Source: an optimization exercise on an open RTL-to-GDS flow (aim: small area, a short achievable clock period and few clock cycles). Production flows keep margins and buffers that such runs may drop.
At most, simulation tests tie the RTL to the original design; equivalence was not proved.
No functional check of the RTL was part of runs 2 to 5.
No activity file was given, so power comes from the tool's default toggle rates.

[design.v]
module cfe_rx (
    input  wire       clk,
    input  wire       rst,
    input  wire       in_valid,
    input  wire [7:0] in_data,
    output wire       in_ready,
    output wire       out_valid,
    output wire [7:0] out_data,
    output wire       out_last,
    input  wire       clr_ovf,
    output reg        ovf,
    output wire       idle
);
    localparam [7:0] START = 8'h05;
    localparam [7:0] END   = 8'h04;
    localparam [1:0] S_EMPTY = 2'd0;   
    localparam [1:0] S_OPEN  = 2'd1;   
    localparam [1:0] S_END   = 2'd2;   
    localparam [1:0] E_SCAN  = 2'd0;   
    localparam [1:0] E_BODY  = 2'd1;   
    localparam [1:0] E_BCC   = 2'd2;   
    localparam integer FD = 20;        
    reg [7:0] r [0:127];
    reg [6:0] T;                       
    reg       oq;                      
    reg       lq;                      
    reg [7:0] ib;                      
    reg       ib_proc;                 
    reg       ib_wr;                   
    reg [7:0] ib2;                     
    reg       ib2_wr;
    reg [7:0] nxt;                     
    reg [7:0] P;                       
    reg [1:0] st;
    reg [7:0] A;                       
    reg [7:0] acc0;                    
    reg       v1, v2;                  
    reg [7:0] p1, p2;
    reg [7:0] a1, a2;
    reg       unt;                     
    reg [7:0] u;
    reg [FD-1:0] fq;                   
    reg [FD:0]   foh;                  
    reg [7:0] O;                       
    reg [1:0] es;
    reg       ov, ol;
    reg       ir;                      
    reg       idl;
    assign in_ready  = ir;
    assign idle      = idl;
    assign out_valid = ov;
    assign out_last  = ol;
    assign out_data  = r[127];
    wire take = in_valid && ir;
    integer k;
    always @(posedge clk) begin
        r[0] <= ib2_wr ? ib2 : r[127];
        for (k = 1; k < 128; k = k + 1)
            r[k] <= r[k-1];
    end
    wire [7:0] x      = ib;
    wire       x_st   = x == START;
    wire       x_en   = x == END;
    wire [7:0] acc0x  = acc0 ^ x;
    wire [7:0] a1x    = a1 ^ x;
    wire [7:0] a2x    = a2 ^ x;
    reg [1:0] n_st;
    reg [7:0] n_A, n_acc0, n_p1, n_p2, n_a1, n_a2, n_u, n_P;
    reg       n_v1, n_v2, n_unt;
    reg       rep;                     
    reg [1:0] npush;                   
    reg       pwin;                    
    reg       set_ovf;
    reg       l_v1, l_v2, l_unt;
    reg [7:0] l_p1, l_p2, l_a1, l_a2, l_u;
    wire ovfc = P[6:0] + 7'd1 == A[6:0];   
    wire might_rep = ib_proc && unt &&
                     (st == S_END || (st == S_OPEN && ovfc && !v1));
    always @* begin
        n_st = st; n_A = A; n_acc0 = acc0;
        n_v1 = v1; n_v2 = v2; n_p1 = p1; n_p2 = p2; n_a1 = a1; n_a2 = a2;
        n_unt = unt; n_u = u;
        n_P = P;
        rep = 1'b0; npush = 2'd0; pwin = 1'b0; set_ovf = 1'b0;
        l_v1 = v1; l_v2 = v2; l_unt = unt;
        l_p1 = p1; l_p2 = p2; l_a1 = a1x; l_a2 = a2x; l_u = u;
        if (x_st) begin
            if (!v1 && !unt) begin
                l_v1 = 1'b1; l_p1 = P; l_a1 = x;
            end else if (!v2 && !unt) begin
                l_v2 = 1'b1; l_p2 = P; l_a2 = x;
            end else if (!unt) begin
                l_unt = 1'b1; l_u = P;
            end
        end
        if (ib_proc) begin
            n_P = P + 8'd1;
            case (st)
                S_EMPTY: begin
                    if (x_st) begin
                        n_st = S_OPEN; n_A = P; n_acc0 = x;
                    end
                end
                S_OPEN: begin
                    n_acc0 = acc0x;
                    n_v1 = l_v1; n_p1 = l_p1; n_a1 = l_a1;
                    n_v2 = l_v2; n_p2 = l_p2; n_a2 = l_a2;
                    n_unt = l_unt; n_u = l_u;
                    if (x_en) n_st = S_END;
                    if (ovfc) begin
                        set_ovf = 1'b1;
                        npush = 2'd1; pwin = 1'b0;
                        if (l_v1) begin
                            n_A = l_p1; n_acc0 = l_a1;
                            n_v1 = l_v2; n_p1 = l_p2; n_a1 = l_a2;
                            n_v2 = 1'b0;
                        end else if (l_unt) begin
                            rep = 1'b1;
                        end else begin
                            n_st = S_EMPTY;
                        end
                    end
                end
                default: begin  
                    n_st = S_EMPTY; n_v1 = 1'b0; n_v2 = 1'b0; n_unt = 1'b0;
                    if (x == acc0) begin
                        npush = 2'd1; pwin = 1'b1;
                    end else if (v1 && x == a1) begin
                        npush = 2'd2; pwin = 1'b1;
                    end else if (v2 && x == a2) begin
                        npush = 2'd3; pwin = 1'b1;
                    end else begin
                        npush = 2'd1 + {1'b0, v1} + {1'b0, v2};
                        pwin = 1'b0;
                        if (unt) begin
                            rep = 1'b1;
                        end else if (x_st) begin
                            n_st = S_OPEN; n_A = P; n_acc0 = x;
                        end
                    end
                end
            endcase
            if (rep) begin
                n_st = S_EMPTY; n_v1 = 1'b0; n_v2 = 1'b0; n_unt = 1'b0;
                n_P = (st == S_OPEN) ? l_u : u;
            end
        end
    end
    wire [7:0] rep_u = (st == S_OPEN) ? l_u : u;
    wire [7:0] F     = (st != S_EMPTY) ? A : P;     
    wire [7:0] y     = r[126];                        
    wire       em_go = oq && (O != F);
    reg        pop;
    reg        n_ov, n_ol;
    reg [1:0]  n_es;
    always @* begin
        pop = 1'b0; n_ov = 1'b0; n_ol = 1'b0; n_es = es;
        if (em_go) begin
            case (es)
                E_SCAN: begin
                    if (y == START) begin
                        pop = 1'b1;
                        if (fq[0]) begin
                            n_ov = 1'b1; n_es = E_BODY;
                        end
                    end
                end
                E_BODY: begin
                    n_ov = 1'b1;
                    if (y == END) n_es = E_BCC;
                end
                default: begin
                    n_ov = 1'b1; n_ol = 1'b1; n_es = E_SCAN;
                end
            endcase
        end
    end
    wire [FD:0]   fs   = pop ? {1'b0, foh[FD:1]} : foh;    
    wire [FD-1:0] fq_p = pop ? {1'b0, fq[FD-1:1]} : fq;
    wire          wr1  = ib_proc && pwin;
    reg  [FD-1:0] fq_n;
    reg  [FD:0]   foh_n;
    integer j;
    always @* begin
        for (j = 0; j < FD; j = j + 1)
            fq_n[j] = fq_p[j] | (wr1 &&
                      ((npush == 2'd1 && fs[j]) ||
                       (npush == 2'd2 && j >= 1 && fs[j-1]) ||
                       (npush == 2'd3 && j >= 2 && fs[j-2])));
        case (npush)
            2'd0: foh_n = fs;
            2'd1: foh_n = {fs[FD-1:0], 1'b0};
            2'd2: foh_n = {fs[FD-2:0], 2'b0};
            default: foh_n = {fs[FD-3:0], 3'b0};
        endcase
    end
    wire fle6 = |foh[FD-6:0];
    wire fle7 = |foh[FD-7:0];
    wire fle8 = |foh[FD-8:0];
    wire fle9 = |foh[FD-9:0];
    wire       rep_go = ib_proc && rep;
    wire [7:0] R      = P + {7'd0, ib_proc};
    wire       r_eq   = R == nxt;
    wire       ld_nom = !r_eq && lq && fle6;
    wire [7:0] nxt1   = nxt + 8'd1;
    wire [6:0] T3     = T + 7'd3;
    wire       al2    = nxt[6:0] == T + 7'd2;
    wire       al3    = nxt[6:0] == T3;
    wire       n_lq   = rep_go ? T3 == rep_u[6:0] :
                        (ld_nom && !take) || T3 == R[6:0];
    wire       mp_end = ib_proc && st == S_END;
    wire       mp_ovf = ib_proc && st == S_OPEN && ovfc;
    wire       f_ok   = mp_end ? (v2 ? fle9 : v1 ? fle8 : fle7) :
                        mp_ovf ? fle7 : fle6;
    wire       ir_ok  = !might_rep && f_ok;
    wire       ir_t   = al2 && r_eq && ir_ok;
    wire       ir_nt  = al3 && (r_eq || (ld_nom && R + 8'd1 == nxt)) && ir_ok;
    wire       pr_t   = !rep_go && r_eq;
    wire       pr_nt  = ld_nom && !rep_go;
    always @(posedge clk) begin
        ib2 <= ib;
        ib  <= ir ? in_data : r[125];    
        A <= n_A; acc0 <= n_acc0;
        p1 <= n_p1; p2 <= n_p2; a1 <= n_a1; a2 <= n_a2; u <= n_u;
    end
    always @(posedge clk) begin
        if (rst) begin
            T <= 7'd0; oq <= 1'b0; lq <= 1'b0;
            nxt <= 8'd2; P <= 8'd2; O <= 8'd2;
            st <= S_EMPTY; v1 <= 1'b0; v2 <= 1'b0; unt <= 1'b0;
            fq <= {FD{1'b0}}; foh <= {{FD{1'b0}}, 1'b1};
            es <= E_SCAN; ov <= 1'b0; ol <= 1'b0;
            ir <= 1'b1; idl <= 1'b1;
            ib_proc <= 1'b0; ib_wr <= 1'b0; ib2_wr <= 1'b0;
            ovf <= 1'b0;
        end else begin
            T <= T + 7'd1;
            oq <= em_go || (T + 7'd2 == O[6:0]);
            lq <= n_lq;
            st <= n_st;
            v1 <= n_v1; v2 <= n_v2; unt <= n_unt;
            P <= n_P;
            fq <= fq_n; foh <= foh_n;
            es <= n_es; ov <= n_ov; ol <= n_ol;
            O <= em_go ? O + 8'd1 : O;
            if (clr_ovf) ovf <= 1'b0;
            if (ib_proc && set_ovf) ovf <= 1'b1;
            ib2_wr  <= ib_wr;
            ib_wr   <= take;
            ib_proc <= ir ? in_valid && pr_t : pr_nt;
            nxt     <= take ? nxt1 : nxt;
            ir  <= take ? ir_t : ir_nt;
            idl <= !take && !ib_proc && r_eq && (O == F);
        end
    end
endmodule
[flow/run.sh]
#!/bin/bash
# The standard layout (standard.sh), with port buffers of buf_4 cells and
# timing repair aiming for 6 ns of setup slack instead of 5. All output
# goes to standard.log here; ORFS's own per-step logs are under orfs/logs.
set -e
bash standard.sh SETUP_SLACK_MARGIN=6 \
    "BUFFER_PORTS_ARGS=-buffer_cell sky130_fd_sc_hd__buf_4" finish \
    > standard.log 2>&1
[standard.sh]
#!/bin/bash
# synth_recipe.tcl (not shown) runs the flow's synth.tcl, then flattens the netlist and writes it again
# the make line also repeats each setting of config.mk as NAME=value (left out here)
make -C /OpenROAD-flow-scripts/flow DESIGN_CONFIG=/design/flow/config.mk WORK_HOME=/design/flow/orfs CLKGATE_MAP_FILE= SYNTH_SCRIPT=/design/flow/synth_recipe.tcl "${@:-finish}"
[config.mk]
export PLATFORM = sky130hd
export DESIGN_NAME = cfe_rx
export DESIGN_NICKNAME = cfe_rx
export VERILOG_FILES = /design/flow/design.v
export SDC_FILE = /design/flow/constraint.sdc
export NUM_CORES = 4
export LEC_CHECK = 0
export CAP_MARGIN = 20
export CORE_MARGIN = 2
export CORE_UTILIZATION = 40
export CTS_CLUSTER_DIAMETER = 70
export CTS_CLUSTER_SIZE = 30
export SETUP_SLACK_MARGIN = 5
export SLEW_MARGIN = 20
[constraint.sdc]
create_clock -name core_clock -period 9.0 [get_ports {clk}]
set_input_delay 1.8000 -clock core_clock [delete_from_list [all_inputs] [get_ports {clk}]]
set_output_delay 1.8000 -clock core_clock [all_outputs]
set_load 0.01 [all_outputs]
==> impl_metrics.py, run 1 <==
metrics = {
    "floorplanning": {
        "start_util_pct": 40.4,
        "coreArea_um2": 74600,
        "std_cell_rows": 100,
        "die_w_um": 278,
        "die-area_um2": 77500,
        "dieHeight_um": 278,
        "ios": 25,
    },
    "place": {
        "place_congestion": 0.843,
        "hpwl_um": 27100,
        "port_buffers": 24,
        "dpl_cell_area_um2": 31200,
    },
    "power_and_ir_drop": {
        "cellPowerDensity_nw_per_um2": 248,
        "swShare_pct": 21.3,
        "combinationalPowerShare_pct": 3.2,
        "power_uw": 8300,
        "switching_power_uw": 1760,
        "seq_power_share_pct": 64.9,
        "peakVddDrop_v": 0.000123,
        "clock_power_share_pct": 31.8,
        "p_int_uw": 6530,
        "p_leak_uw": 0.0124,
    },
    "sta": {
        "slew_headroom_pct": 41.7,
        "fin_skew_ns": 0.0486,
        "setup_viol": 0,
        "post-route-period-util_pct": 32.7,
        "min_period_ns": 2.95,
        "hold_viol_final": 0,
        "rsz0062_at_grt": "yes",
        "tns_ns": 0,
        "clock.fmax_mhz": 339,
        "maxSlewViolCount": 0,
        "worst_slew_pin_slew_ns": 0.863,
    },
    "global_route": {
        "track_usage_pct": 11.8,
        "grt_max_degree": 65,
        "grt_pass1_wl_um": 74900,
        "antenna_found_initial": 4,
        "overflow": 0,
        "grt_pass1_vias": 13900,
    },
    "clock_network": {
        "worstSkewPairLatency_ns": 0.65,
        "root_buffer": "clkbuf_16",
        "clk_pin_slew_ns": 0.10,
        "cts-htree-levels": 2,
        "max-clock-path-buffers": 3,
        "cts_buffers": 50,
        "cts_hold_buf": 0,
        "cts_num_sinks": 1185,
        "cts_tree": "yes",
    },
    "layout": {
        "final_net_count": 2108,
        "largest_register_ffs": 1024,
        "largest-register": "r",
        "multi_input_area_um2": 5720,
        "fillCellCount": 6535,
        "reg_top3": "r: 1024 flops, foh: 21 flops, fq: 20 flops",
        "drive_gt1_share_pct": 12.3,
        "n_antenna_cell": 0,
        "fin_area_um2": 33500,
        "seqCellArea_um2": 24300,
        "areaGrowthSynthToFinish_pct": 11.0,
    },
    "synth": {
        "yosysWarnings": 5,
        "ys_ff_latch": 1185,
        "syn_area_per_cell_um2": 14.7,
        "synth.area.top_cells": "dfxtp_1 (75%), edfxtp_1 (5.6%), xnor2_1 (2.3%)",
        "syn-num-nets": 2069,
        "synth.distinct_cells": 75,
        "synth_ff_type": "dfxtp_1",
        "async_reset_ff_share_pct": 0,
        "netlist_area_um2": 30100,
        "post-synth-top-count-cell": "dfxtp_1",
        "synth_top_area_share_pct": 75.0,
        "synth_cells": 2046,
        "synthTopCellsByCount": "dfxtp_1 (1,129), xnor2_1 (79), nand2_1 (68), nor2_1 (65)",
        "seq_area_frac_synth_pct": 80.6,
        "synth_largest_area_cell": "dfxtp_1",
        "synth_edf_count": 56,
    },
    "worst_hold_path": {
        "holdPathEnd": "r[56][1]",
        "min_path_type": "reg -> reg",
        "hold_path_depth": 0,
        "hp-start": "r[55][1]",
    },
    "worst_setup_path": {
        "crit_type": "reg -> out",
        "path_cells": "buf_4",
        "worst-path-max-fanout": 2,
        "crit_slowest_cell": "dfxtp_1",
        "critical-path-top-delay-family": "flip-flops",
        "worst_r2r_startpoint": "P[0]",
        "crit_path_start_kind": "flop",
        "reg2reg_depth": 9,
        "cp.buffers_inverters": 1,
        "required_ns": 7.20,
        "critPathArrivalTime_ns": 1.15,
        "cp-end-kind": "primary output",
        "reg2reg_slack_ns": 6.08,
        "cpPeakStageDelay_ns": 0.35,
        "rr_endpoint": "fq[15]",
    },
    "run": {
        "maxCapViolations": 0,
    },
    "drt": {
        "viasPerCell": 4.62,
        "postRouteAntennaNets": 0,
        "totalWireLength_um": 46800,
        "wire_per_inst_um": 15.2,
        "drc": 0,
        "firstDrtPassIters": 6,
        "dr_total_vias": 14200,
        "drt_iter0_markers": 1095,
    },
    "status": {
        "outcome": "complete, no violations",
    },
}
-- worst max path at each step --
| stage | from | cells past startpoint | end |
|---|---|---|---|
| after detailed placement | rst | 6 | fq[19] |
| after floorplan | rst | 6 | fq[11] |
| after global placement | P[2] | 8 | foh[8] |
| after CTS | P[1] | 9 | fq[15] |
| after global routing | P[0] | 10 | ir |
| final | r[127][6] | 1 | out_data[6] |
-- cell usage in the layout (no fill, tap or decap), types with 11 or more instances in the layout --
| master | synthesis | routed |
|---|---|---|
| o22a_1 | 21 | 20 |
| xor2_1 | 40 | 39 |
| xnor2_1 | 79 | 76 |
| inv_1 | 23 | 22 |
| nor2_1 | 65 | 62 |
| a21oi_1 | 32 | 30 |
| dfxtp_2 | 0 | 12 |
| o31ai_1 | 12 | 12 |
| a31oi_1 | 11 | 11 |
| mux2i_1 | 53 | 53 |
| o221ai_1 | 25 | 18 |
| o21ai_0 | 44 | 42 |
| clkbuf_16 | 0 | 50 |
| mux2_2 | 39 | 39 |
| nor3_1 | 13 | 11 |
| nand4_1 | 21 | 21 |
| buf_4 | 3 | 60 |
| nand3_1 | 27 | 25 |
| edfxtp_1 | 56 | 56 |
| a221oi_1 | 11 | 11 |
| nand2_1 | 68 | 65 |
| or3_1 | 22 | 21 |
| o22ai_1 | 24 | 23 |
| dfxtp_1 | 1129 | 1108 |
| a22oi_1 | 13 | 13 |
-- cell families (layout without fill, tap and decap cells) --
| group | Yosys count | after routing | synth area share (%) |
|---|---|---|---|
| adder cells (fa/ha/maj) | 11 | 11 | 0.457 |
| buffers and inverters | 111 | 165 | 1.57 |
| multiplexers | 92 | 92 | 3.22 |
| AO/OA/AOI/OAI | 243 | 246 | 5.73 |
| AND/OR/NAND/NOR | 283 | 284 | 4.81 |
| XOR/XNOR | 121 | 121 | 3.63 |
| flip-flops | 1185 | 1185 | 80.6 |
-- per-layer routing --
| metal | wire length [um] | track usage, % |
|---|---|---|
| met5 | 55 | 0 |
| met1 | 24500 | 17.9 |
| met2 | 18500 | 16.2 |
| met3 | 2620 | 2.70 |
| met4 | 1110 | 4.26 |
-- metrics by stage --
| step | worst slack [ns] | cells | utilization (%) | hold WS [ns] |
|---|---|---|---|---|
| 4_1_cts | 5.86 | 3040 | 44.2 | 0.311 |
| 3_5_place_dp | 5.05 | 2960 | 41.9 | 0.312 |
| 5_1_grt | 5.95 | 3073 | 44.9 | 0.316 |
| 3_3_place_gp | 5.11 | 2960 | 41.9 | 0.312 |
| 2_1_floorplan | 6.01 | 2046 | - | 0.310 |
| 6_report | 6.05 | 3073 | 44.9 | 0.317 |
-- what timing repair did --
action / 4_1_cts / 5_1_grt
pin swaps: 4 / 6
setup buffers: 9 / 29
setup endpoints to repair: 99 / 84
cloned: 0 / 4
gates resized for setup: 51 / 49
-- layout make-up --
class | instances | area share, %
Clock buffer | 57 | 3.85
Inverter | 25 | 0.281
Multi-Input combinational cell | 754 | 17.1
Clock inverter | 14 | 0.699
Tap cell | 969 | 3.62
Sequential cell | 1185 | 72.7
Timing Repair Buffer | 69 | 1.71
-- power by group through the flow --
| stage | clock (uW) | combinational (uW) | sequential, uW |
|---|---|---|---|
| after floorplan | 0 | 198 | 5470 |
| after global placement | 0 | 219 | 5510 |
| after detailed placement | 0 | 221 | 5510 |
| after CTS | 2740 | 238 | 5390 |
| after global routing | 2920 | 293 | 5400 |
| final | 2640 | 269 | 5390 |
Testbench counts, summed over its fixed seeds: cycles 49,271.
==> run 2: changes to the inputs <==
--- a/design.v
+++ b/design.v
@@ -20,9 +20,10 @@
     localparam [1:0] E_BODY  = 2'd1;   
     localparam [1:0] E_BCC   = 2'd2;   
-    localparam integer FD = 20;        
+    localparam integer FD = 18;        
     reg [7:0] r [0:127];
     reg [6:0] T;                       
     reg       oq;                      
     reg       lq;                      
+    reg [6:0] dlt;                     
     reg [7:0] ib;                      
     reg       ib_proc;                 
@@ -205,6 +206,6 @@
     wire [7:0] nxt1   = nxt + 8'd1;
     wire [6:0] T3     = T + 7'd3;
-    wire       al2    = nxt[6:0] == T + 7'd2;
-    wire       al3    = nxt[6:0] == T3;
+    wire       al2    = dlt == 7'd2;
+    wire       al3    = dlt == 7'd3;
     wire       n_lq   = rep_go ? T3 == rep_u[6:0] :
                         (ld_nom && !take) || T3 == R[6:0];
@@ -226,5 +227,5 @@
     always @(posedge clk) begin
         if (rst) begin
-            T <= 7'd0; oq <= 1'b0; lq <= 1'b0;
+            T <= 7'd0; oq <= 1'b0; lq <= 1'b0; dlt <= 7'd2;
             nxt <= 8'd2; P <= 8'd2; O <= 8'd2;
             st <= S_EMPTY; v1 <= 1'b0; v2 <= 1'b0; unt <= 1'b0;
@@ -238,4 +239,5 @@
             oq <= em_go || (T + 7'd2 == O[6:0]);
             lq <= n_lq;
+            dlt <= take ? dlt : dlt - 7'd1;
             st <= n_st;
             v1 <= n_v1; v2 <= n_v2; unt <= n_unt;
==> run 2 against run 1 <==
Sequential cell count grew 3. Largest power group unchanged. Critical endpoint is now lq. Worst setup slack got worse by 0.025 ns. Still clean on timing, DRC and antenna. Non-clock buffer count fell by 6. Sequential power rose by 2%. Register-to-register slack lost 0.05 ns. Global-route usage is 0.61 points higher. Final area grew 0.16%. Wire length is 1.5% higher. Combinational power is 44% higher.
==> impl_metrics.py, run 2 <==
metrics = {
    "power_and_ir_drop": {
        "clock_power_share_pct": 32.0,
        "swShare_pct": 21.9,
        "seq_power_share_pct": 63.5,
        "power_uw": 8660,
        "combinationalPowerShare_pct": 4.5,
        "cellPowerDensity_nw_per_um2": 258,
        "switching_power_uw": 1900,
        "p_int_uw": 6760,
        "peakVddDrop_v": 0.000239,
        "p_leak_uw": 0.0125,
    },
    "floorplanning": {
        "dieHeight_um": 278,
        "die-area_um2": 77200,
        "ios": 25,
        "std_cell_rows": 100,
        "coreArea_um2": 74300,
        "start_util_pct": 40.3,
        "die_w_um": 278,
    },
    "layout": {
        "drive_gt1_share_pct": 11.9,
        "reg_top3": "r: 1024 flops, foh: 19 flops, fq: 18 flops",
        "seqCellArea_um2": 24400,
        "largest-register": "r",
        "final_net_count": 2175,
        "n_antenna_cell": 0,
        "fillCellCount": 6576,
        "largest_register_ffs": 1024,
        "areaGrowthSynthToFinish_pct": 11.8,
        "multi_input_area_um2": 5620,
        "final_common_cell": "dfxtp_1",
        "final_cell_mix": "dfxtp_1 (1,107), nand2_1 (148), nor2_1 (81)",
    },
    "sta": {
        "maxSlewViolCount": 0,
        "hold_viol_final": 0,
        "tns_ns": 0,
        "post-route-period-util_pct": 33.0,
        "rsz0062_at_grt": "yes",
        "min_period_ns": 2.97,
        "worst_slew_pin_slew_ns": 0.680,
        "fin_skew_ns": 0.0389,
        "slew_headroom_pct": 54.4,
        "setup_viol": 0,
        "clock.fmax_mhz": 336,
    },
    "synth": {
        "synth_cells": 2103,
        "synthTopCellsByCount": "dfxtp_1 (1,132), nand2_1 (154), nor2_1 (86), xnor2_1 (75), clkbuf_1 (58)",
        "synth.distinct_cells": 67,
        "seq_area_frac_synth_pct": 81.2,
        "synth_top_area_share_pct": 75.6,
        "async_reset_ff_share_pct": 0,
        "syn-num-nets": 2129,
        "synth_ff_type": "dfxtp_1",
        "syn_area_per_cell_um2": 14.3,
        "synth.area.top_cells": "dfxtp_1 (76%), edfxtp_1 (5.6%), xnor2_1 (2.2%)",
        "synth_largest_area_cell": "dfxtp_1",
        "netlist_area_um2": 30000,
        "yosysWarnings": 5,
        "ys_ff_latch": 1188,
        "synth_edf_count": 56,
        "post-synth-top-count-cell": "dfxtp_1",
    },
    "clock_network": {
        "cts_tree": "yes",
        "cts_buffers": 53,
        "cts_hold_buf": 0,
        "cts_num_sinks": 1188,
        "root_buffer": "clkbuf_16",
        "cts-htree-levels": 2,
        "worstSkewPairLatency_ns": 0.64,
        "max-clock-path-buffers": 3,
        "clk_pin_slew_ns": 0.10,
    },
    "global_route": {
        "grt_max_degree": 74,
        "track_usage_pct": 12.4,
        "grt_pass1_wl_um": 78300,
        "overflow": 0,
        "grt_pass1_vias": 14500,
        "antenna_found_initial": 1,
    },
    "place": {
        "port_buffers": 24,
        "hpwl_um": 27400,
        "place_congestion": 0.825,
    },
    "drt": {
        "totalWireLength_um": 47500,
        "drt_iter0_markers": 844,
        "viasPerCell": 4.60,
        "wire_per_inst_um": 15.1,
        "firstDrtPassIters": 8,
        "postRouteAntennaNets": 0,
        "dr_total_vias": 14400,
        "drc": 0,
    },
    "worst_setup_path": {
        "crit_type": "reg -> reg",
        "cp-end-kind": "flop",
        "worst-path-max-fanout": 8,
        "crit_path_start_kind": "flop",
        "cpPeakStageDelay_ns": 0.55,
        "worst_r2r_startpoint": "ib[7]",
        "reg2reg_slack_ns": 6.03,
        "crit_slowest_cell": "or4b_4",
        "cp.depth": 10,
        "startpoint": "ib[7]",
        "critical-path-top-delay-family": "simple AND/OR/NAND/NOR gates",
        "critPathArrivalTime_ns": 3.52,
        "required_ns": 9.54,
        "cp.buffers_inverters": 2,
        "reg2reg_depth": 10,
        "path_cells": "or4b_4 -> nor4_4 -> buf_6 -> mux2i_4 -> inv_2 -> or3_4 -> a21oi_2 -> nor2_1 -> or4b_1 -> a21oi_1",
    },
    "worst_hold_path": {
        "hold_path_depth": 0,
        "min_path_type": "reg -> reg",
        "hp-start": "r[55][2]",
    },
    "run": {
        "maxCapViolations": 0,
    },
    "status": {
        "outcome": "complete, no violations",
    },
}
[run 2: cell count changes after synthesis, moves of 7 or more]
cell / previous run / this run
xor2_1: 40 / 30
nand2_1: 68 / 154
nor2_1: 65 / 86
a21oi_1: 32 / 50
o22a_1: 21 / 6
mux2i_1: 53 / 34
o221ai_1: 25 / 18
and3_1: 5 / 12
or3_1: 22 / 11
buf_2: 18 / 10
nand2b_1: 7 / 20
mux2_2: 39 / 29
[run 2: kinds of logic after synthesis]
group | Yosys count | share of synthesized area (%)
flip-flops | 1188 | 81.2
buffers and inverters | 100 | 1.33
multiplexers | 63 | 2.22
AO/OA/AOI/OAI | 239 | 5.34
adder cells (fa/ha/maj) | 14 | 0.584
XOR/XNOR | 105 | 3.07
AND/OR/NAND/NOR | 394 | 6.24
[run 2: repair_timing]
| item | 4_1_cts | 5_1_grt |
|---|---|---|
| resized for setup | 62 | 50 |
| setup endpoints to repair | 105 | 85 |
| buffers inserted | 15 | 14 |
| cloned | 1 | 1 |
| pin swaps | 6 | 10 |
[run 2: area by class of cell]
class / count / area share (%)
multi-input combinational: 817 / 16.8
tap: 969 / 3.62
timing repair buffer: 63 / 1.55
sequential: 1188 / 72.8
clock buffer: 61 / 4.11
inverter: 26 / 0.306
clock inverter: 16 / 0.807
[run 2: through the flow]
stage               instance area (um^2)  hold slack [ns]  std cells  setup WS (ns)  util (%)
detailed placement                 31200            0.312       3032           4.92      42.0
CTS                                33200            0.301       3125           5.90      44.7
finish                             33500            0.315       3140           6.03      45.1
global route                       33500            0.312       3140           5.94      45.1
floorplan                          30000            0.310       2103           5.98         -
global placement                   31200            0.312       3032           5.05      42.0
[run 2: power by group through the flow]
stage / Combinational (uW) / Sequential, uW / Clock [uW]
after floorplan: 282 / 5560 / 0
after global placement: 338 / 5610 / 0
after detailed placement: 345 / 5620 / 0
after CTS: 364 / 5500 / 2870
after global routing: 429 / 5520 / 3060
final: 388 / 5500 / 2770
[run 2: path summary, 6_finish.rpt]
kind | end
hold reg to reg | r[56][2]
setup reg to reg | lq
hold / removal | r[56][2]
setup / recovery | lq
[run 2: layer usage]
layer,part of all wire (%),routed length [um],global-route usage (%),up-vias
met2,40,19200,18.0,326
met5,0,0,0,-
met3,4.6,2200,2.03,100
met1,52,24700,18.6,6907
li1,-,-,-,7105
met4,2.9,1380,4.37,0
==> run 3: changes to the inputs <==
--- a/config.mk
+++ b/config.mk
@@ -8,5 +8,5 @@
 export CAP_MARGIN = 20
 export CORE_MARGIN = 2
-export CORE_UTILIZATION = 40
+export CORE_UTILIZATION = 60
 export CTS_CLUSTER_DIAMETER = 70
 export CTS_CLUSTER_SIZE = 30
==> run 3 against run 2 <==
Wire length down 3.6%. Total power is 2.2% lower. Count of clock-buffer cells in the layout shrank 5. Worst setup slack improved by 0.054 ns. Maximum frequency is 1.8% higher. Synthesized area unchanged. Critical endpoint unchanged. Clock skew rose by 0.0015 ns. Critical path type unchanged. Register-to-register slack improved by 0.05 ns. Critical path depth stayed put. Synthesized cell count did not move.
==> impl_metrics.py, run 3 <==
metrics = {
    "layout": {
        "fin_area_um2": 32800,
        "final_common_cell": "dfxtp_1",
        "largest-register": "r",
        "drive_gt1_share_pct": 10.6,
        "final_cell_mix": "dfxtp_1 (1,111), nand2_1 (149), nor2_1 (80)",
        "areaGrowthSynthToFinish_pct": 9.52,
        "n_antenna_cell": 0,
        "reg_top3": "r: 1024 flops, foh: 19 flops, fq: 18 flops",
        "largest_register_ffs": 1024,
        "final_net_count": 2169,
    },
    "floorplanning": {
        "coreArea_um2": 49200,
        "die_w_um": 228,
        "start_util_pct": 61.0,
        "die-area_um2": 51800,
        "std_cell_rows": 81,
        "dieHeight_um": 228,
        "ios": 25,
    },
    "synth": {
        "netlist_area_um2": 30000,
        "synth_edf_count": 56,
        "synth_ff_type": "dfxtp_1",
        "synth_cells": 2103,
        "synth_largest_area_cell": "dfxtp_1",
        "synth_top_area_share_pct": 75.6,
        "synth_xor_area_share_pct": 3.07,
        "synth_top_family_by_area": "simple AND/OR/NAND/NOR gates",
        "synth_simple_gate_area_share_pct": 6.24,
        "synthTopCellsByCount": "dfxtp_1 (1,132), nand2_1 (154), nor2_1 (86), xnor2_1 (75), clkbuf_1 (58)",
        "synth_compound_area_share_pct": 5.34,
        "ys_ff_latch": 1188,
        "synth.area.top_cells": "dfxtp_1 (76%), edfxtp_1 (5.6%), xnor2_1 (2.2%)",
        "syn-num-nets": 2129,
        "synth.mux.area_fraction_pct": 2.22,
        "yosysWarnings": 5,
        "async_reset_ff_share_pct": 0,
        "synth_adder_area_share_pct": 0.584,
        "syn_area_per_cell_um2": 14.3,
        "seq_area_frac_synth_pct": 81.2,
        "post-synth-top-count-cell": "dfxtp_1",
        "synth.distinct_cells": 67,
    },
    "place": {
        "port_buffers": 24,
        "dpl_cell_area_um2": 30800,
        "hpwl_um": 26400,
        "place_congestion": 0.853,
    },
    "sta": {
        "fin_skew_ns": 0.0404,
        "maxSlewViolCount": 0,
        "rsz0062_at_grt": "yes",
        "setup_viol": 0,
        "worst_slew_pin_slew_ns": 0.835,
        "clock.fmax_mhz": 343,
        "post-route-period-util_pct": 32.4,
        "slew_headroom_pct": 44.3,
        "tns_ns": 0,
        "whs_ns": 0.323,
        "hold_viol_final": 0,
        "min_period_ns": 2.92,
    },
    "drt": {
        "drc": 0,
        "totalWireLength_um": 45800,
        "dr_total_vias": 14200,
        "wire_per_inst_um": 16.2,
        "firstDrtPassIters": 5,
        "viasPerCell": 5.02,
        "postRouteAntennaNets": 0,
        "drt_iter0_markers": 895,
    },
    "worst_setup_path": {
        "critPathArrivalTime_ns": 3.46,
        "worst-path-max-fanout": 5,
        "required_ns": 9.54,
        "rr_endpoint": "lq",
        "startpoint": "ib[1]",
        "cp-end-kind": "flop",
        "reg2reg_slack_ns": 6.08,
        "reg2reg_depth": 10,
        "crit_type": "reg -> reg",
        "crit_path_start_kind": "flop",
        "cp-endpoint": "lq",
        "worst_r2r_startpoint": "ib[1]",
    },
    "clock_network": {
        "max-clock-path-buffers": 3,
        "cts_num_sinks": 1188,
        "cts_buffers": 50,
        "worstSkewPairLatency_ns": 0.63,
        "cts-htree-levels": 2,
        "clk_pin_slew_ns": 0.11,
        "cts_tree": "yes",
        "root_buffer": "clkbuf_16",
    },
    "run": {
        "maxCapViolations": 0,
    },
    "power_and_ir_drop": {
        "peakVddDrop_v": 0.000232,
        "p_leak_uw": 0.0124,
        "cellPowerDensity_nw_per_um2": 258,
    },
    "global_route": {
        "grt_max_degree": 39,
        "antenna_found_initial": 0,
        "grt_pass1_vias": 13500,
        "track_usage_pct": 17.8,
        "grt_pass1_wl_um": 72900,
        "overflow": 0,
    },
    "worst_hold_path": {
        "min_path_type": "reg -> reg",
    },
    "status": {
        "outcome": "complete, no violations",
    },
}
-- run 3: cell counts after synthesis --
No cell type changed its count.
-- run 3: kinds of logic after synthesis --
logic type / count (synthesis)
AND/OR/NAND/NOR: 394
buffers and inverters: 100
adder cells (fa/ha/maj): 14
flip-flops: 1188
XOR/XNOR: 105
AO/OA/AOI/OAI: 239
multiplexers: 63
-- run 3: cell type report --
cell class / instances / area, um^2
Clock buffer: 56 / 1270
Clock inverter: 14 / 194
Fill cell: 3565 / 16300
Inverter: 26 / 105
Multi-Input combinational cell: 819 / 5550
Sequential cell: 1188 / 24400
Tap cell: 664 / 831
Timing Repair Buffer: 58 / 479
-- run 3: critical path: stages (launching register included) --
cell,delay [ns]
dfxtp_4,0.38
or4b_4,0.57
nor4_4,0.28
buf_6,0.18
mux2i_4,0.29
inv_2,0.05
or3_1,0.30
a21oi_1,0.13
nor2_1,0.05
or4b_1,0.46
a21oi_1,0.13
-- run 3: timing repair --
action	CTS	global route
pin swaps	4	11
resized for setup	45	47
cloned	2	3
endpoints found under the setup margin	96	80
buffers inserted	12	11
hold buffers	0	0
-- run 3: how the worst min path moves through the flow --
| stage | to | slack [ns] | start | cells after the start |
|---|---|---|---|---|
| floorplan | r[100][0] | 0.31 | r[99][0] | 0 |
| CTS | r[43][3] | 0.32 | r[42][3] | 0 |
| global route | r[104][3] | 0.32 | r[103][3] | 0 |
| finish | r[104][3] | 0.32 | r[103][3] | 0 |
| detailed placement | r[105][5] | 0.31 | r[104][5] | 0 |
| global placement | r[50][3] | 0.31 | r[49][3] | 0 |
-- run 3: stage by stage --
stage                     utilization (%)  cells  setup WS (ns)  power [uW]
after floorplan                         -   2103           5.98        5840
after global placement               62.7   2727           5.17        5940
after detailed placement             62.7   2727           5.17        5950
after CTS                            66.2   2811           5.98        8530
after global routing                 66.8   2825           5.93        8780
final                                66.8   2825           6.08        8470
-- run 3: layer usage --
layer	part of all wire (%)	GRT usage, %	vias to the layer above
met1	52	27.4	6756
met5	0	0	-
met3	4.3	2.85	77
li1	-	-	7075
met2	41	25.7	262
met4	2.4	5.84	0
-- run 3: where the power goes --
part	total [uW]	internal, uW	switching [uW]
sequential	5500	5410	89.9
combinational	368	169	199
clock	2600	1080	1520
total	8470	6660	1810
==> run 4: changes to the inputs <==
--- a/config.mk
+++ b/config.mk
@@ -8,5 +8,5 @@
 export CAP_MARGIN = 20
 export CORE_MARGIN = 2
-export CORE_UTILIZATION = 60
+export CORE_UTILIZATION = 70
 export CTS_CLUSTER_DIAMETER = 70
 export CTS_CLUSTER_SIZE = 30
==> run 4 against run 3 <==
Wire length rose by 22%. Critical path depth did not move. Synthesized cell count unchanged. Synthesized area did not move. Maximum frequency decreased by 4.1%. Utilization rose by 11 points. Combinational power rose by 8.2%. Critical path type unchanged. Largest cell class unchanged.
==> impl_metrics.py, run 4 <==
metrics = {
    "synth": {
        "yosysWarnings": 5,
        "ys_ff_latch": 1188,
        "synth_ff_type": "dfxtp_1",
        "synth_edf_count": 56,
        "synth.area.top_cells": "dfxtp_1 (76%), edfxtp_1 (5.6%), xnor2_1 (2.2%)",
        "syn-num-nets": 2129,
        "post-synth-top-count-cell": "dfxtp_1",
        "synth_cells": 2103,
        "syn_area_per_cell_um2": 14.3,
        "synthTopCellsByCount": "dfxtp_1 (1,132), nand2_1 (154), nor2_1 (86), xnor2_1 (75), clkbuf_1 (58)",
        "synth_top_area_share_pct": 75.6,
        "synth_largest_area_cell": "dfxtp_1",
        "seq_area_frac_synth_pct": 81.2,
        "netlist_area_um2": 30000,
        "synth.distinct_cells": 67,
        "async_reset_ff_share_pct": 0,
    },
    "drt": {
        "totalWireLength_um": 56000,
        "dr_total_vias": 14900,
        "drc": 0,
        "wire_per_inst_um": 20.6,
        "postRouteAntennaNets": 0,
        "drt_iter0_markers": 1384,
        "firstDrtPassIters": 6,
        "viasPerCell": 5.50,
    },
    "sta": {
        "slew_headroom_pct": 52.8,
        "tns_ns": 0,
        "setup_viol": 0,
        "rsz0062_at_grt": "yes",
        "clock.fmax_mhz": 329,
        "min_period_ns": 3.04,
        "worst_slew_pin_slew_ns": 0.707,
        "whs_ns": 0.313,
        "hold_viol_final": 0,
        "maxSlewViolCount": 0,
        "fin_skew_ns": 0.0503,
        "post-route-period-util_pct": 33.8,
    },
    "layout": {
        "final_common_cell": "dfxtp_1",
        "fin_area_um2": 32800,
        "final_cell_mix": "dfxtp_1 (1,110), nand2_1 (149), nor2_1 (81)",
        "largest-register": "r",
        "final_cells": 2718,
        "largest_register_ffs": 1024,
        "areaGrowthSynthToFinish_pct": 9.53,
        "reg_top3": "r: 1024 flops, foh: 19 flops, fq: 18 flops",
        "drive_gt1_share_pct": 11.8,
        "fillCellCount": 2256,
        "final_net_count": 2191,
    },
    "place": {
        "port_buffers": 24,
        "place_congestion": 0.844,
        "dpl_cell_area_um2": 30600,
        "dp.cells": 2601,
        "hpwl_um": 29600,
    },
    "clock_network": {
        "root_buffer": "clkbuf_16",
        "cts_hold_buf": 0,
        "worstSkewPairLatency_ns": 0.64,
        "cts_tree": "yes",
        "cts_buffers": 50,
        "cts-htree-levels": 2,
        "clk_pin_slew_ns": 0.11,
        "max-clock-path-buffers": 3,
        "cts_num_sinks": 1188,
    },
    "worst_setup_path": {
        "path_cells": "or4b_4 -> nor4_4 -> buf_6 -> mux2i_4 -> inv_2 -> or3_4 -> a21oi_2 -> nor2_1 -> or4b_1 -> a21oi_2",
        "cpPeakStageDelay_ns": 0.57,
        "critical-path-top-delay-family": "simple AND/OR/NAND/NOR gates",
        "worst-path-max-fanout": 5,
        "crit_type": "reg -> reg",
        "critPathArrivalTime_ns": 3.58,
        "crit_slowest_cell": "or4b_4",
        "cp.buffers_inverters": 2,
        "crit_top_cell": "a21oi_2",
        "required_ns": 9.54,
        "crit_path_start_kind": "flop",
        "cp-end-kind": "flop",
    },
    "power_and_ir_drop": {
        "swShare_pct": 22.3,
        "clock_power_share_pct": 30.9,
        "peakVddDrop_v": 0.000247,
        "seq_power_share_pct": 64.4,
        "cellPowerDensity_nw_per_um2": 260,
        "p_leak_uw": 0.0125,
        "p_int_uw": 6640,
        "switching_power_uw": 1910,
        "combinationalPowerShare_pct": 4.7,
    },
    "floorplanning": {
        "ios": 25,
        "coreArea_um2": 42100,
        "start_util_pct": 71.1,
        "dieHeight_um": 211,
        "die_w_um": 211,
        "std_cell_rows": 75,
        "die-area_um2": 44500,
    },
    "global_route": {
        "grt_pass1_vias": 15000,
        "track_usage_pct": 25.2,
        "grt_max_degree": 74,
        "overflow": 0,
        "grt_pass1_wl_um": 86900,
        "antenna_found_initial": 3,
    },
    "status": {
        "outcome": "complete, no violations",
    },
    "run": {
        "maxCapViolations": 0,
    },
    "worst_hold_path": {
        "min_path_type": "reg -> reg",
    },
}
[run 4: area by class of cell]
type | instances | area [um^2] | share of cell area [%]
flip-flops and latches | 1188 | 24400 | 74.3
diodes | 1 | 2.50 | 0.00762
well taps | 539 | 674 | 2.05
clock buffers | 54 | 1270 | 3.86
multi-input cells | 816 | 5540 | 16.9
repair buffers | 83 | 681 | 2.07
inverters | 26 | 103 | 0.312
clock inverters | 11 | 165 | 0.503
[run 4: stage by stage]
| stage | utilization (%) | power, uW | setup slack, ns |
|---|---|---|---|
| final | 77.9 | 8540 | 5.96 |
| after global routing | 77.9 | 8790 | 5.88 |
| after CTS | 76.9 | 8550 | 5.90 |
| after detailed placement | 72.7 | 5950 | 5.13 |
| after global placement | 72.7 | 5930 | 5.18 |
| after floorplan | - | 5840 | 5.98 |
[run 4: path summary, 6_finish.rpt]
path / startpoint / end / slack, ns / cells past startpoint
max reg2reg: ib[1] / lq / 5.96 / 10
max: ib[1] / lq / 5.96 / 10
min reg2reg: r[12][0] / r[13][0] / 0.31 / 0
min: r[12][0] / r[13][0] / 0.31 / 0
[run 4: kinds of logic (layout without fill, tap and decap cells)]
kind of cell    Yosys count  count (layout)  share of synthesized area (%)
flops                  1188            1188                           81.2
simple gates            394             394                           6.24
compound gates          239             240                           5.34
xor+xnor                105             105                           3.07
buf+inv                 100             174                           1.33
mux                      63              63                           2.22
fa+ha+maj                14              14                          0.584
other cells               0               1                              0
[run 4: repair_timing]
item	CTS	global route
gates cloned	1	1
setup endpoints to repair	99	64
pin swaps	5	14
buffers inserted	16	33
resized for setup	57	41
[run 4: power by group through the flow]
stage	registers, uW	clock network, uW	logic, uW
6_report	5500	2640	398
3_5_place_dp	5630	0	314
5_1_grt	5510	2850	430
2_1_floorplan	5560	0	282
4_1_cts	5500	2690	359
3_3_place_gp	5630	0	307
[run 4: worst reg2reg max path, stage by stage, from the launching register on]
cell and delay (ns):
dfxtp_4 0.38, or4b_4 0.57, nor4_4 0.28, buf_6 0.18, mux2i_4 0.29, inv_2 0.09
or3_4 0.33, a21oi_2 0.12, nor2_1 0.06, or4b_1 0.52, a21oi_2 0.12
[run 4: routing by layer]
metal | track usage [%] | up-vias | share of wire (%)
met5 | 0 | - | 0
li1 | - | 7123 | -
met4 | 6.56 | 0 | 2.3
met1 | 35.4 | 7244 | 44
met3 | 3.29 | 94 | 4.9
met2 | 42.1 | 477 | 48
==> run 5: changes to the inputs <==
--- a/design.v
+++ b/design.v
@@ -20,10 +20,9 @@
     localparam [1:0] E_BODY  = 2'd1;   
     localparam [1:0] E_BCC   = 2'd2;   
-    localparam integer FD = 18;        
+    localparam integer FD = 20;        
     reg [7:0] r [0:127];
     reg [6:0] T;                       
     reg       oq;                      
     reg       lq;                      
-    reg [6:0] dlt;                     
     reg [7:0] ib;                      
     reg       ib_proc;                 
@@ -43,5 +42,8 @@
     reg [FD-1:0] fq;                   
     reg [FD:0]   foh;                  
+    reg          pop_d;                
+    wire         fhead = pop_d ? fq[1] : fq[0];
     reg [7:0] O;                       
+    reg [7:0] Fr;                      
     reg [1:0] es;
     reg       ov, ol;
@@ -149,5 +151,5 @@
     end
     wire [7:0] rep_u = (st == S_OPEN) ? l_u : u;
-    wire [7:0] F     = (st != S_EMPTY) ? A : P;     
+    wire [7:0] F     = Fr;                            
     wire [7:0] y     = r[126];                        
     wire       em_go = oq && (O != F);
@@ -162,5 +164,5 @@
                     if (y == START) begin
                         pop = 1'b1;
-                        if (fq[0]) begin
+                        if (fhead) begin
                             n_ov = 1'b1; n_es = E_BODY;
                         end
@@ -177,6 +179,6 @@
         end
     end
-    wire [FD:0]   fs   = pop ? {1'b0, foh[FD:1]} : foh;    
-    wire [FD-1:0] fq_p = pop ? {1'b0, fq[FD-1:1]} : fq;
+    wire [FD:0]   fs   = pop_d ? {1'b0, foh[FD:1]} : foh;  
+    wire [FD-1:0] fq_p = pop_d ? {1'b0, fq[FD-1:1]} : fq;
     wire          wr1  = ib_proc && pwin;
     reg  [FD-1:0] fq_n;
@@ -206,6 +208,6 @@
     wire [7:0] nxt1   = nxt + 8'd1;
     wire [6:0] T3     = T + 7'd3;
-    wire       al2    = dlt == 7'd2;
-    wire       al3    = dlt == 7'd3;
+    wire       al2    = nxt[6:0] == T + 7'd2;
+    wire       al3    = nxt[6:0] == T3;
     wire       n_lq   = rep_go ? T3 == rep_u[6:0] :
                         (ld_nom && !take) || T3 == R[6:0];
@@ -227,8 +229,8 @@
     always @(posedge clk) begin
         if (rst) begin
-            T <= 7'd0; oq <= 1'b0; lq <= 1'b0; dlt <= 7'd2;
+            T <= 7'd0; oq <= 1'b0; lq <= 1'b0;
             nxt <= 8'd2; P <= 8'd2; O <= 8'd2;
             st <= S_EMPTY; v1 <= 1'b0; v2 <= 1'b0; unt <= 1'b0;
-            fq <= {FD{1'b0}}; foh <= {{FD{1'b0}}, 1'b1};
+            fq <= {FD{1'b0}}; foh <= {{FD{1'b0}}, 1'b1}; pop_d <= 1'b0; Fr <= 8'd2;
             es <= E_SCAN; ov <= 1'b0; ol <= 1'b0;
             ir <= 1'b1; idl <= 1'b1;
@@ -239,9 +241,9 @@
             oq <= em_go || (T + 7'd2 == O[6:0]);
             lq <= n_lq;
-            dlt <= take ? dlt : dlt - 7'd1;
             st <= n_st;
             v1 <= n_v1; v2 <= n_v2; unt <= n_unt;
             P <= n_P;
-            fq <= fq_n; foh <= foh_n;
+            fq <= fq_n; foh <= foh_n; pop_d <= pop;
+            Fr <= (n_st != S_EMPTY) ? n_A : n_P;
             es <= n_es; ov <= n_ov; ol <= n_ol;
             O <= em_go ? O + 8'd1 : O;
--- a/config.mk
+++ b/config.mk
@@ -8,5 +8,5 @@
 export CAP_MARGIN = 20
 export CORE_MARGIN = 2
-export CORE_UTILIZATION = 70
+export CORE_UTILIZATION = 40
 export CTS_CLUSTER_DIAMETER = 70
 export CTS_CLUSTER_SIZE = 30
==> run 5 against run 4 <==
Via count fell by 4.1%. Total power decreased by 1.1%. Global-route usage down 13 points. Sequential share of layout area is 1.7 points lower. First-iteration DRC count shrank 43%.
==> impl_metrics.py, run 5 <==
metrics = {
    "sta": {
        "post-route-period-util_pct": 33.4,
        "min_period_ns": 3.00,
        "slew_headroom_pct": 29.5,
        "fin_ws_ns": 6.00,
        "rsz0062_at_grt": "yes",
        "hold_viol_final": 0,
        "clock.fmax_mhz": 333,
        "worst_slew_pin_slew_ns": 1.04,
        "tns_ns": 0,
        "setup_viol": 0,
        "fin_skew_ns": 0.0325,
        "maxSlewViolCount": 0,
    },
    "synth": {
        "async_reset_ff_share_pct": 0,
        "synth_largest_area_cell": "dfxtp_1",
        "post-synth-top-count-cell": "dfxtp_1",
        "yosysWarnings": 5,
        "ys_ff_latch": 1194,
        "synth_cells": 2104,
        "synth.area.top_cells": "dfxtp_1 (75%), edfxtp_1 (4.7%), mux2_2 (2.0%)",
        "synth.distinct_cells": 79,
        "synth_ff_type": "dfxtp_1",
        "syn_area_per_cell_um2": 14.5,
        "seq_area_frac_synth_pct": 80.1,
        "syn-num-nets": 2127,
        "synth_top_area_share_pct": 75.4,
        "synth_edf_count": 48,
        "netlist_area_um2": 30400,
        "synthTopCellsByCount": "dfxtp_1 (1,146), nand2_1 (120), nor2_1 (95), mux2i_1 (59), xnor2_1 (59)",
    },
    "clock_network": {
        "cts_num_sinks": 1194,
        "root_buffer": "clkbuf_16",
        "cts_tree": "yes",
        "cts_hold_buf": 0,
        "worstSkewPairLatency_ns": 0.65,
        "cts-htree-levels": 2,
        "clk_pin_slew_ns": 0.11,
        "cts_buffers": 51,
        "max-clock-path-buffers": 3,
    },
    "floorplanning": {
        "ios": 25,
        "start_util_pct": 40.3,
        "dieHeight_um": 280,
        "std_cell_rows": 101,
        "coreArea_um2": 75600,
        "die-area_um2": 78300,
        "die_w_um": 280,
    },
    "worst_setup_path": {
        "cp.buffers_inverters": 1,
        "reg2reg_depth": 8,
        "path_cells": "or4b_4 -> or3_4 -> o21ai_2 -> o2111a_2 -> buf_12 -> a211oi_1 -> or3_1 -> mux2_2",
        "required_ns": 9.54,
        "crit_path_start_kind": "flop",
        "crit_slowest_cell": "or4b_4",
        "cp-endpoint": "Fr[1]",
        "reg2reg_slack_ns": 6.00,
        "startpoint": "ib[7]",
        "cp.depth": 8,
        "crit_type": "reg -> reg",
        "critPathArrivalTime_ns": 3.55,
        "rr_endpoint": "Fr[1]",
        "critical-path-top-delay-family": "simple AND/OR/NAND/NOR gates",
        "cp-end-kind": "flop",
        "worst_r2r_startpoint": "ib[7]",
        "worst-path-max-fanout": 25,
        "cpPeakStageDelay_ns": 0.61,
    },
    "place": {
        "place_congestion": 0.852,
        "port_buffers": 24,
        "dp_slack_ns": 5.28,
        "hpwl_um": 28200,
    },
    "layout": {
        "largest_register_ffs": 1024,
        "n_antenna_cell": 0,
        "final_common_cell": "dfxtp_1",
        "largest-register": "r",
        "seqCellArea_um2": 24400,
        "multi_input_area_um2": 5900,
        "final_cell_mix": "dfxtp_1 (1,129), nand2_1 (118), nor2_1 (89)",
        "final_net_count": 2151,
        "areaGrowthSynthToFinish_pct": 10.5,
        "reg_top3": "r: 1024 flops, foh: 21 flops, fq: 20 flops",
        "drive_gt1_share_pct": 12.0,
        "fillCellCount": 6624,
    },
    "drt": {
        "wire_per_inst_um": 15.1,
        "totalWireLength_um": 47000,
        "viasPerCell": 4.58,
        "drt_iter0_markers": 788,
        "dr_total_vias": 14300,
        "postRouteAntennaNets": 0,
        "drc": 0,
        "firstDrtPassIters": 5,
    },
    "global_route": {
        "antenna_found_initial": 0,
        "track_usage_pct": 12.0,
        "grt_max_degree": 77,
        "overflow": 0,
        "grt_pass1_vias": 14100,
        "grt_pass1_wl_um": 76200,
    },
    "power_and_ir_drop": {
        "combinationalPowerShare_pct": 3.4,
        "switching_power_uw": 1830,
        "peakVddDrop_v": 0.000157,
        "seq_power_share_pct": 64.2,
        "clock_power_share_pct": 32.3,
        "p_leak_uw": 0.0126,
        "swShare_pct": 21.7,
        "p_int_uw": 6620,
        "cellPowerDensity_nw_per_um2": 251,
    },
    "run": {
        "maxCapViolations": 0,
    },
    "worst_hold_path": {
        "min_path_type": "reg -> reg",
    },
    "status": {
        "outcome": "complete, no violations",
    },
}
==> run 5: cell count changes after synthesis, moves of 9 or more <==
cell / delta
mux2i_1: +25
mux2_2: +25
nand2b_1: -10
xor2_1: +27
dfxtp_1: +14
a31oi_1: -12
nand2_1: -34
a21oi_1: -17
nor2_1: +9
xnor2_1: -16
==> run 5: cells by family after synthesis <==
logic type / after synthesis / share of synthesized area (%)
flip-flops: 1194 / 80.1
AND/OR/NAND/NOR: 354 / 5.45
AO/OA/AOI/OAI: 218 / 5.24
XOR/XNOR: 117 / 3.41
multiplexers: 114 / 3.99
buffers and inverters: 96 / 1.33
adder cells (fa/ha/maj): 11 / 0.452
==> run 5: layout make-up <==
class	instances	area share, %
well taps	978	3.64
repair buffers	49	1.29
clock inverters	14	0.766
clock buffers	59	3.95
flip-flops and latches	1194	72.6
inverters	18	0.201
multi-input cells	814	17.5
==> run 5: how the worst min path moves through the flow <==
stage	endpoint	cells past startpoint	slack [ns]	from
floorplan	r[100][0]	0	0.31	r[99][0]
global placement	r[98][7]	0	0.31	r[97][7]
detailed placement	r[19][5]	0	0.31	r[18][5]
CTS	r[52][2]	0	0.32	r[51][2]
global route	r[52][2]	0	0.32	r[51][2]
finish	r[44][1]	0	0.31	r[43][1]
==> run 5: what timing repair did <==
action                     CTS  global route
setup endpoints to repair   86            67
buffers inserted             8             7
pin swaps                    5            11
gates resized for setup     40            45
cloned                       0             1
==> run 5: power by group through the flow <==
stage	logic [uW]	clock network [uW]	registers [uW]
after floorplan	223	0	5520
after global placement	272	0	5550
after detailed placement	275	0	5550
after CTS	285	2830	5430
after global routing	318	3020	5440
final	291	2730	5430
==> run 5: routing by layer <==
layer	vias to the layer above	track usage, %	wire length, um
li1	7094	-	-
met2	244	17.8	19700
met1	6907	17.6	24200
met3	78	2.23	1960
met4	0	3.73	1160
met5	-	0	0
==> run 5: stage by stage <==
step / hold slack, ns / cells / total power (uW) / cell area (um^2) / util, %
final: 0.314 / 3126 / 8450 / 33600 / 44.5
after global routing: 0.319 / 3126 / 8780 / 33600 / 44.5
after CTS: 0.320 / 3118 / 8540 / 33300 / 44.1
after detailed placement: 0.312 / 3037 / 5830 / 31600 / 41.8
after global placement: 0.310 / 3037 / 5820 / 31600 / 41.8
after floorplan: 0.310 / 2104 / 5740 / 30400 / -

==> what the ideal ports hide <==
The flow's constraints put no driver on any port. The routed layouts listed below were extracted and timed again, unchanged, in two steps.
Step 1: set_driving_cell puts a clkbuf_16 on clk and a buf_2 on each other input, an assumption about the parent block.
Step 2 adds t to the input delays and takes it off the output delays; t is the mean of the earliest and latest rising clock arrival at the registers after step 1. Input paths then give back, and output paths get back, about the clock's delay inside the block.
Three values: no drivers, after step 1, after step 2; two values: the first two.
| run | shift t [ns] | slack for setup (ns) | worst setup path at the end | worst register clock-pin slew, ns |
|---|---|---|---|---|
| run 1 | 0.683 | 6.053 / 5.998 / 5.398 | input to register | 0.11 / 0.11 |
| run 2 | 0.677 | 6.028 / 5.978 / 5.433 | input to register | 0.11 / 0.11 |
| run 3 | 0.670 | 6.081 / 6.029 / 5.555 | input to register | 0.11 / 0.11 |
| run 4 | 0.669 | 5.958 / 5.958 / 5.430 | input to register | 0.12 / 0.12 |
| run 5 | 0.692 | 5.995 / 5.992 / 5.595 | input to register | 0.11 / 0.11 |
After both steps setup and hold are still met in every run listed. For run 1, which loses most, drivers alone change the setup slack by -0.055 ns; drivers and shift together by -0.655 ns.
